From an optimization exercise on the open Yosys and OpenROAD flow, aimed at a short achievable clock period and few clock cycles; shortcuts taken in it are not production practice.
In this exercise RTL edits were held to simulation tests only and were not proved equivalent to the original.
Power and IR drop assume default switching activity.

==> raven <==
## e20_core
module e20_core (
    input  wire        clk,
    input  wire        rst,          
    output reg         mem_req,
    output reg         mem_we,
    output reg  [12:0] mem_addr,
    output reg  [15:0] mem_wdata,
    input  wire        mem_gnt,
    input  wire        mem_rvalid,
    input  wire [15:0] mem_rdata,
    output reg         halted
);
make LEC_CHECK=0 ABC_CLOCK_PERIOD_IN_PS=3000 CAP_MARGIN=20 CORE_MARGIN=2 CORE_UTILIZATION=30 PLACE_DENSITY=0.5 SETUP_SLACK_MARGIN=5 SLEW_MARGIN=20 finish   # period 8.0 ns
run.sh (not shown) runs the stock make flow with config.mk's settings and CLKGATE_MAP_FILE= SYNTH_SCRIPT=/design/flow/synth_recipe.tcl, a recipe that flattens the netlist after the stock synthesis.
==> inputs of pepper, as changes to raven <==
--- a/flow/design.v
+++ b/flow/design.v
@@ -97,17 +97,17 @@
     wire        w_jump    = (w_op == OP_J) || (w_op == OP_JAL);
     wire        w_red     = w_jump || w_jeqb || w_jr7;
     reg  [12:0] w_tgt;
     always @(*) begin
         if (w_jump)      w_tgt = w[12:0];
         else if (w_jeqb) w_tgt = w_btgt;
         else             w_tgt = ras;
     end
-    wire [12:0] w_alt = arr_bp ? arr_bt : ras;
+    wire [12:0] w_alt = w[15] ? w_btgt : (arr_bp ? arr_bt : ras);
     wire        w_usea = ~w_jump;
     wire        w_useb = w_rrr || (w_op == OP_SW) || (w_op == OP_JEQ);
     wire        w_wr   = w_rrr ? (w[3:0] <= 4'd4) :
                          (w_op != OP_J) && (w_op != OP_SW) && (w_op != OP_JEQ);
     wire [2:0]  w_dst  = w_rrr ? w[6:4] : (w_op == OP_JAL) ? 3'd7 : w[9:7];
     wire [7:1]  w_hm   = (w_usea ? rbit(w[12:10]) : 7'd0) |
                          (w_useb ? rbit(w[9:7])   : 7'd0) |
                          (w_wr   ? rbit(w_dst)    : 7'd0);
@@ -209,24 +209,24 @@
     wire        bt_use = fetch_acc & bt_hit;
     wire q_push = arr_fetch & ~flush;
     wire r_free = r_gon | ~rv;                
     wire b_pop  = r_free & q_v[qh];           
     wire b_push = q_push & ~(r_free & ~q_v[qh]);   
     wire want_fetch = ~halted & ~(x_valid & x_halt) &
                       (nq <= 4'd2) &
                       ((nf <= 4'd1) | ((nf == 4'd2) & ~rd_acc));
-    reg [12:0] fpc_o;
+    reg [12:0] fpc_n;
     always @(*) begin
-        if (flush)          fpc_o = flush_tgt;
-        else if (bt_use)    fpc_o = bt_tgt;
-        else if (fetch_acc) fpc_o = fpc + 13'd1;
-        else                fpc_o = fpc;
+        if (flush)          fpc_n = flush_tgt;
+        else if (d_red)     fpc_n = d_tgt;
+        else if (bt_use)    fpc_n = bt_tgt;
+        else if (fetch_acc) fpc_n = fpc + 13'd1;
+        else                fpc_n = fpc;
     end
-    wire [12:0] fpc_n = d_red ? d_tgt : fpc_o;
     wire [3:0] nf_n  = nf + {3'd0, rd_acc} - {3'd0, arr};
     wire [3:0] nq_p1 = nq + 4'd1;
     wire [3:0] nq_m1 = nq - 4'd1;
     integer i;
     always @(posedge clk) begin
         if (rst) begin
             mem_req  <= 1'b1;
             mem_we   <= 1'b0;
@@ -354,17 +354,17 @@
             q_pc[qtl*13 +: 13]    <= arr_pc;
             q_alt[qtl*13 +: 13]   <= w_alt;
             q_pred[qtl]           <= w_red;
             q_hm[qtl*7 +: 7]      <= w_hm;
             if (!x_stall) begin
                 x_valid <= r_go;
                 x_pc    <= r_pc;
                 x_npc   <= r_pc + 13'd1;
-                x_alt   <= (r_op == OP_JEQ) ? r_pc + 13'd1 + r_simm[12:0] : ralt;
+                x_alt   <= ralt;
                 x_pred  <= rpred;
                 xa      <= ra_v;
                 xb      <= rb_v;
                 xo      <= (r_rrr ? rb_v : r_simm) ^ {16{r_sub}};
                 xci     <= r_sub;
                 x_wr    <= r_wr & (r_dst != 3'd0);
                 x_dst   <= r_dst;
                 x_lwb   <= (r_op == OP_LW) ? rbit(r_b) : 7'd0;
==> qor summary <==
|  | raven | pepper |
|---|---|---|
| Clock network power share | 32.5% | 33.2% |
| Detailed Route WL | 343,600 um | 339,600 um |
| Hold endpoint | pmask[7] | x_alt[12] |
| Fin worst setup slack | 4.449 ns | 4.555 ns |
| Horizontal die dimension | 511.8 um | 511.6 um |
| End-of-flow core utilization | 38.56% | 38.34% |
| Xor and xnor fraction of the mapped netlist area | 5.434% | 5.299% |
| Result of the run | finished clean | finished clean |
| Number of cells upsized or downsized after cts | 1,172 | 1,039 |
| P per Cell Area | 245.3 nW/um2 | 246.1 nW/um2 |
| Leakage component of the power | 35.73 nW | 34.96 nW |
| Clock group total power | 7.89 mW | 8.04 mW |
| Seq pwr share | 39.9% | 39.8% |
| Post-DR wirelength/cell | 30.99 um | 30.63 um |
| Via count of the first global-routing pass | 62,410 | 61,950 |
| Layout cells sized above 1 | 27.42% | 27.10% |
| Synthesized instance count | 7,167 | 7,174 |
| Hold path startpoint | pmask[7] | ralt[12] |
| Buffering stage count on the worst path with inverters included | 2 | 5 |
| Met1 demand-to-capacity share in global routing | 32.83% | 34.07% |
Testbench counts of raven, summed over its fixed seeds: cycles 269,996.
Testbench counts of pepper, summed over its fixed seeds: cycles 269,996.


==> inputs of 05-02 <==
e20_core, a different RTL version from the one above (not shown whole).
make LEC_CHECK=0 ABC_CLOCK_PERIOD_IN_PS=3000 CAP_MARGIN=20 CORE_MARGIN=2 CORE_UTILIZATION=40 PLACE_DENSITY=0.6 SETUP_SLACK_MARGIN=4.8 SLEW_MARGIN=20 finish   # period 8.0 ns
==> inputs of 07-18, as changes to 05-02 <==
==> flow/config.mk (replaced) <==
export PLATFORM = sky130hd
export DESIGN_NAME = e20_core
export DESIGN_NICKNAME = e20_core
export VERILOG_FILES = /design/flow/design.v
export SDC_FILE = /design/flow/constraint.sdc
export NUM_CORES = 4
export LEC_CHECK = 0
export ABC_CLOCK_PERIOD_IN_PS = 3000
export CAP_MARGIN = 20
export CORE_MARGIN = 2
export CORE_UTILIZATION = 30
export PLACE_DENSITY = 0.5
export SETUP_SLACK_MARGIN = 4.8
export SLEW_MARGIN = 20
==> inputs of 10-14, as changes to 05-02 <==
==> flow/design.v (replaced) <==
module e20_core (
    input  wire        clk,
    input  wire        rst,          
    output reg         mem_req,
    output reg         mem_we,
    output reg  [12:0] mem_addr,
    output reg  [15:0] mem_wdata,
    input  wire        mem_gnt,
    input  wire        mem_rvalid,
    input  wire [15:0] mem_rdata,
    output reg         halted
);
    localparam [2:0] OP_RRR  = 3'b000, OP_ADDI = 3'b001, OP_J   = 3'b010,
                     OP_JAL  = 3'b011, OP_LW   = 3'b100, OP_SW  = 3'b101,
                     OP_JEQ  = 3'b110, OP_SLTI = 3'b111;
    localparam integer QN = 4;    
    localparam integer FN = 8;    
    reg        m_data;            
    reg [2:0]  m_ldst;            
    reg [12:0] fpc;               
    reg        st_new;            
    reg [12:0] st_npc;            
    wire port_busy = mem_req & m_data & ~mem_gnt;
    wire rd_acc    = mem_req & mem_gnt & ~mem_we;
    wire fetch_acc = mem_req & mem_gnt & ~m_data;
    reg [3:0]       nf;
    reg [FN-1:0]    f_ld;         
    reg [FN-1:0]    f_ok;         
    reg [13*FN-1:0] f_pc;         
    reg [3*FN-1:0]  f_dst;        
    reg [2:0]       nq;
    reg [16*QN-1:0] q_ins;
    reg [13*QN-1:0] q_pc;
    reg [13*QN-1:0] q_alt;        
    reg [QN-1:0]    q_pred;       
    reg [16*8-1:0]  rf;           
    reg [7:1]       pmask;        
    reg [12:0]      ras;          
    function [15:0] rf_rd(input [2:0] r, input [16*8-1:0] f);
        case (r)
            3'd1: rf_rd = f[1*16 +: 16];
            3'd2: rf_rd = f[2*16 +: 16];
            3'd3: rf_rd = f[3*16 +: 16];
            3'd4: rf_rd = f[4*16 +: 16];
            3'd5: rf_rd = f[5*16 +: 16];
            3'd6: rf_rd = f[6*16 +: 16];
            3'd7: rf_rd = f[7*16 +: 16];
            default: rf_rd = 16'd0;
        endcase
    endfunction
    wire        arr       = mem_rvalid & (nf != 4'd0);
    wire        arr_load  = arr & f_ld[0];
    wire        arr_fetch = arr & ~f_ld[0] & f_ok[0];
    wire [12:0] arr_pc    = f_pc[12:0];
    wire [2:0]  arr_dst   = f_dst[2:0];
    wire [15:0] w         = mem_rdata;
    wire [2:0]  w_op      = w[15:13];
    wire [12:0] w_npc     = arr_pc + 13'd1;
    wire [12:0] w_btgt    = w_npc + {{6{w[6]}}, w[6:0]};
    wire        w_jeqb    = (w_op == OP_JEQ) && w[6];
    wire        w_jr7     = (w_op == OP_RRR) && (w[3:0] == 4'b1000) && (w[12:10] == 3'd7);
    wire        w_jump    = (w_op == OP_J) || (w_op == OP_JAL);
    wire        w_red     = w_jump || w_jeqb || w_jr7;
    reg  [12:0] w_tgt;
    always @(*) begin
        if (w_jump)      w_tgt = w[12:0];
        else if (w_jeqb) w_tgt = w_btgt;
        else             w_tgt = ras;
    end
    wire [12:0] w_alt = (w_op == OP_JEQ) ? (w_jeqb ? w_npc : w_btgt) : ras;
    reg        x_valid;
    reg [15:0] x_ins;
    reg [12:0] x_pc;
    reg [12:0] x_alt;
    reg        x_pred;
    reg [15:0] xa, xb;            
    wire [2:0]  x_op   = x_ins[15:13];
    wire [3:0]  x_func = x_ins[3:0];
    wire [15:0] x_simm = {{9{x_ins[6]}}, x_ins[6:0]};
    wire [12:0] x_npc  = x_pc + 13'd1;
    wire        x_rrr  = (x_op == OP_RRR);
    wire [15:0] x_sum = xa + (x_rrr ? xb : x_simm);
    wire [15:0] x_dif = xa - xb;
    wire        x_lt  = xa < (x_rrr ? xb : x_simm);
    reg [15:0] x_res;
    reg [2:0]  x_dst;
    reg        x_wen;
    always @(*) begin
        x_res = x_sum;
        x_dst = x_ins[9:7];
        x_wen = 1'b0;
        case (x_op)
            OP_RRR: begin
                x_dst = x_ins[6:4];
                case (x_func)
                    4'b0000: begin x_res = x_sum;   x_wen = 1'b1; end
                    4'b0001: begin x_res = x_dif;   x_wen = 1'b1; end
                    4'b0010: begin x_res = xa | xb; x_wen = 1'b1; end
                    4'b0011: begin x_res = xa & xb; x_wen = 1'b1; end
                    4'b0100: begin x_res = {15'd0, x_lt}; x_wen = 1'b1; end
                    default: ;
                endcase
            end
            OP_ADDI: x_wen = 1'b1;
            OP_SLTI: begin x_res = {15'd0, x_lt}; x_wen = 1'b1; end
            OP_JAL:  begin x_res = {3'd0, x_npc}; x_dst = 3'd7; x_wen = 1'b1; end
            default: ;
        endcase
    end
    wire x_wr = x_valid & x_wen & (x_dst != 3'd0);    
    wire x_lw   = (x_op == OP_LW);
    wire x_sw   = (x_op == OP_SW);
    wire x_mem  = x_lw | x_sw;
    wire x_halt = (x_op == OP_J) && (x_ins[12:0] == x_pc);
    wire x_jr   = x_rrr && (x_func == 4'b1000);
    wire x_jeq  = (x_op == OP_JEQ);
    reg smc_hit;
    integer k;
    always @(*) begin
        smc_hit = x_valid && (x_pc == mem_addr);
        for (k = 0; k < QN; k = k + 1)
            if (k < nq && q_pc[k*13 +: 13] == mem_addr) smc_hit = 1'b1;
        for (k = 0; k < FN; k = k + 1)
            if (k < nf && !f_ld[k] && f_pc[k*13 +: 13] == mem_addr) smc_hit = 1'b1;
        smc_hit = smc_hit & st_new;
    end
    wire x_stall = x_valid & (((x_mem | x_halt) & port_busy) | (x_lw & (nf > 4'd4)));
    wire x_go    = x_valid & ~x_stall & ~smc_hit & ~halted;
    wire x_we    = x_wr & ~smc_hit;
    wire x_taken = (xa == xb);
    wire jeq_mp  = x_jeq & (x_taken != x_pred) & (x_ins[6:0] != 7'd0);
    wire jr_mp   = x_jr & ~(x_pred & (xa[12:0] == x_alt));
    wire x_red   = x_go & (jeq_mp | jr_mp);
    wire [12:0] x_tgt = x_jr ? xa[12:0] : x_alt;
    wire        flush     = x_red | smc_hit;
    wire [12:0] flush_tgt = smc_hit ? st_npc : x_tgt;
    wire        do_halt   = x_go & x_halt;
    wire        r_valid = (nq != 3'd0);
    wire [15:0] r_ins   = q_ins[15:0];
    wire [2:0]  r_op    = r_ins[15:13];
    wire [2:0]  r_a     = r_ins[12:10];
    wire [2:0]  r_b     = r_ins[9:7];
    wire        r_rrr   = (r_op == OP_RRR);
    wire        r_usea  = (r_op != OP_J) && (r_op != OP_JAL);
    wire        r_useb  = r_rrr || (r_op == OP_SW) || (r_op == OP_JEQ);
    wire [2:0]  r_dst   = r_rrr ? r_ins[6:4] : (r_op == OP_JAL) ? 3'd7 : r_b;
    wire        r_wr    = r_rrr ? (r_ins[3:0] <= 4'd4) :
                          (r_op != OP_J) && (r_op != OP_SW) && (r_op != OP_JEQ);
    wire [7:0] arr_bit  = arr_load ? (8'd1 << arr_dst) : 8'd0;
    wire [7:0] xlw_bit  = (x_valid & x_lw) ? (8'd1 << x_ins[9:7]) : 8'd0;
    wire [7:0] pend     = (({pmask, 1'b0}) & ~arr_bit) | xlw_bit;
    wire       r_haz    = (r_usea & (r_a != 3'd0) & pend[r_a]) |
                          (r_useb & (r_b != 3'd0) & pend[r_b]) |
                          (r_wr   & (r_dst != 3'd0) & pend[r_dst]);
    wire r_go = r_valid & ~r_haz & ~x_stall & ~flush & ~halted;
    wire [15:0] ra_v = (x_wr && x_dst == r_a) ? x_res :
                       (arr_load && arr_dst == r_a && r_a != 3'd0) ? mem_rdata : rf_rd(r_a, rf);
    wire [15:0] rb_v = (x_wr && x_dst == r_b) ? x_res :
                       (arr_load && arr_dst == r_b && r_b != 3'd0) ? mem_rdata : rf_rd(r_b, rf);
    wire d_red  = arr_fetch & ~flush & w_red;
    wire q_push = arr_fetch & ~flush;
    wire q_pop  = r_go;
    wire [3:0] commit = (flush ? 4'd0 : {1'b0, nq}) + nf + {3'd0, rd_acc};
    wire want_fetch   = ~halted & ~do_halt & (commit <= 4'd3);
    reg [12:0] fpc_n;
    always @(*) begin
        if (flush)          fpc_n = flush_tgt;
        else if (d_red)     fpc_n = w_tgt;
        else if (fetch_acc) fpc_n = fpc + 13'd1;
        else                fpc_n = fpc;
    end
    integer i;
    always @(posedge clk) begin
        if (rst) begin
            mem_req  <= 1'b1;
            mem_we   <= 1'b0;
            mem_addr <= 13'd0;
            m_data   <= 1'b0;
            fpc      <= 13'd0;
            halted   <= 1'b0;
            st_new   <= 1'b0;
            nf       <= 4'd0;
            nq       <= 3'd0;
            x_valid  <= 1'b0;
            pmask    <= 7'd0;
            ras      <= 13'd0;
            rf       <= {16*8{1'b0}};
        end else begin
            st_new <= x_go & x_sw;
            if (x_go & x_mem) begin
                mem_req   <= 1'b1;
                mem_we    <= x_sw;
                mem_addr  <= x_sum[12:0];
                mem_wdata <= xb;
                m_data    <= 1'b1;
                m_ldst    <= x_ins[9:7];
                st_npc    <= x_npc;
            end else if (!port_busy) begin
                mem_req   <= want_fetch;
                mem_we    <= 1'b0;
                mem_addr  <= fpc_n;
                m_data    <= 1'b0;
            end
            fpc <= fpc_n;
            if (do_halt) halted <= 1'b1;
            if (d_red && w_op == OP_JAL) ras <= w_npc;
            nf <= nf + {3'd0, rd_acc} - {3'd0, arr};
            for (i = 0; i < FN; i = i + 1) begin
                if (arr) begin
                    if (i + 1 < FN && i + 1 < nf) begin
                        f_ld[i]            <= f_ld[i+1];
                        f_ok[i]            <= f_ok[i+1] & ~(flush | d_red);
                        f_pc[i*13 +: 13]   <= f_pc[(i+1)*13 +: 13];
                        f_dst[i*3 +: 3]    <= f_dst[(i+1)*3 +: 3];
                    end else if (rd_acc && i + 1 == nf) begin
                        f_ld[i]            <= m_data;
                        f_ok[i]            <= ~(flush | d_red);
                        f_pc[i*13 +: 13]   <= mem_addr;
                        f_dst[i*3 +: 3]    <= m_ldst;
                    end
                end else begin
                    if (i < nf) begin
                        f_ok[i]            <= f_ok[i] & ~(flush | d_red);
                    end else if (rd_acc && i == nf) begin
                        f_ld[i]            <= m_data;
                        f_ok[i]            <= ~(flush | d_red);
                        f_pc[i*13 +: 13]   <= mem_addr;
                        f_dst[i*3 +: 3]    <= m_ldst;
                    end
                end
            end
            if (flush) begin
                nq <= 3'd0;
            end else begin
                nq <= nq + {2'd0, q_push} - {2'd0, q_pop};
                for (i = 0; i < QN; i = i + 1) begin
                    if (q_pop) begin
                        if (i + 1 < QN && i + 1 < nq) begin
                            q_ins[i*16 +: 16] <= q_ins[(i+1)*16 +: 16];
                            q_pc[i*13 +: 13]  <= q_pc[(i+1)*13 +: 13];
                            q_alt[i*13 +: 13] <= q_alt[(i+1)*13 +: 13];
                            q_pred[i]         <= q_pred[i+1];
                        end else if (q_push && i + 1 == nq) begin
                            q_ins[i*16 +: 16] <= w;
                            q_pc[i*13 +: 13]  <= arr_pc;
                            q_alt[i*13 +: 13] <= w_alt;
                            q_pred[i]         <= w_red;
                        end
                    end else if (q_push && i == nq) begin
                        q_ins[i*16 +: 16] <= w;
                        q_pc[i*13 +: 13]  <= arr_pc;
                        q_alt[i*13 +: 13] <= w_alt;
                        q_pred[i]         <= w_red;
                    end
                end
            end
            if (!x_stall) begin
                x_valid <= r_go;
                x_ins   <= r_ins;
                x_pc    <= q_pc[12:0];
                x_alt   <= q_alt[12:0];
                x_pred  <= q_pred[0];
                xa      <= ra_v;
                xb      <= rb_v;
            end
            if (smc_hit) x_valid <= 1'b0;
            if (x_we)
                rf[x_dst*16 +: 16] <= x_res;
            if (arr_load && arr_dst != 3'd0)
                rf[arr_dst*16 +: 16] <= mem_rdata;
            pmask <= (pmask & ~arr_bit[7:1]) |
                     ((x_go & x_lw & (x_ins[9:7] != 3'd0)) ? xlw_bit[7:1] : 7'd0);
        end
    end
endmodule
==> impl_summary.txt <==
----------------------------------------------------
[Run status]
  Run status ... no timing/DRC/antenna violations

[Power]
  Peak supply drop ... 0.0003683 V
  Power of the sequential group ... 9.57 mW

[Synthesis]
  Area share of the leading cell type in the synthesized netlist ... 0.4343
  Post-synthesis net count ... 8081
  EDFF count, synth ... 1155

[Min path]
  Worst Hold Path EP ... rf[65]$_SDFF_PP0_

[Route]
  Via-to-Cell Ratio ... 6.801
  Iteration-0 DRC count of the detailed router ... 13290

[Global routing]
  Met1 Usage GRT ... 0.4683

[Placement]
  Pre-CTS setup slack ... 1819 ps

[Die]
  Die Area ... 203300 um^2

----------------------------------------------------
Source of the figures above: 05-02

==> impl_summary.txt <==
----------------------------------------------------
[Route]
  Iteration-0 DRC count of the detailed router ... 10580
  Via-to-Cell Ratio ... 6.098
  Post-route DRC violation count ... 0

[Power]
  Power of the sequential group ... 9.53 mW
  Peak supply drop ... 0.0003863 V

[Die]
  Die Height ... 520.0 um
  Die Area ... 270400 um^2

[Synthesis]
  Area share of the leading cell type in the synthesized netlist ... 0.4343
  Post-synthesis net count ... 8081
  EDFF count, synth ... 1155

[Placement]
  Pre-CTS setup slack ... 1461 ps

[Global routing]
  GRT overflow ... 0

[Run status]
  Run status ... no timing/DRC/antenna violations

[Min path]
  Worst Hold Path EP ... pmask[5]$_SDFF_PP0_

----------------------------------------------------
Source of the figures above: 07-18

==> impl_summary.txt <==
----------------------------------------------------
[Run status]
  Run status ... no timing/DRC/antenna violations

[Power]
  Peak supply drop ... 0.0001655 V
  Power of the sequential group ... 4.23 mW

[Synthesis]
  EDFF count, synth ... 423
  Area share of the leading cell type in the synthesized netlist ... 0.3607
  Count of mapped cells out of synthesis ... 3318

[Timing]
  WHS ... 418.4 ps
  Fraction of the cycle the final worst path needs ... 0.5133

[Route]
  Iteration-0 DRC count of the detailed router ... 4809
  Via-to-Cell Ratio ... 6.481

[Die]
  Die Area ... 90430 um^2

[Placement]
  Pre-CTS setup slack ... 2049 ps

[Setup path]
  CP Buf/Inv Count ... 6
  Worst R2R Path Depth ... 16

[Min path]
  Worst Hold Path EP ... x_pred$_DFFE_PP_

----------------------------------------------------
Source of the figures above: 10-14

Testbench counts of 05-02, summed over its fixed seeds: cycles 271,198.
Testbench counts of 07-18, summed over its fixed seeds: cycles 271,198.
Testbench counts of 10-14, summed over its fixed seeds: cycles 300,369.

## afterwards: timing with drivers on the ports
The flow's constraints put no driver on any port. The routed layouts listed below were extracted and timed again, unchanged, in two steps.
Step 1 sets driving cells, clkbuf_16 on the clock port and buf_2 on the other inputs (assumed; they add their load-dependent delay and slew).
Step 2 moves the port delays by t, midway between the first and last clock arrival at a register: inputs arrive t later, outputs are due t later. That takes back most of the time a late clock gives input paths.
a / b / c = ideal / step 1 / step 2; a / b = the first two.
run | t (ns) | setup WS [ns] | worst slew at a driven data input, ns | pins driven straight from the clock port
raven | 0.935 | 4.449 / 4.478 / 3.543 | 0.13 | 1
pepper | 0.923 | 4.555 / 4.570 / 3.646 | 0.26 | 1
05-02 | 0.946 | 3.556 / 3.481 / 2.535 | 0.18 | 1
07-18 | 0.957 | 3.924 / 3.924 / 3.205 | 0.15 | 1
10-14 | 0.708 | 3.894 / 3.909 / 3.210 | 0.06 | 1
After both steps setup and hold are still met in every run listed. The setup slack of 05-02, which loses most, moves by -0.075 ns with the drivers and by -1.021 ns with both steps.
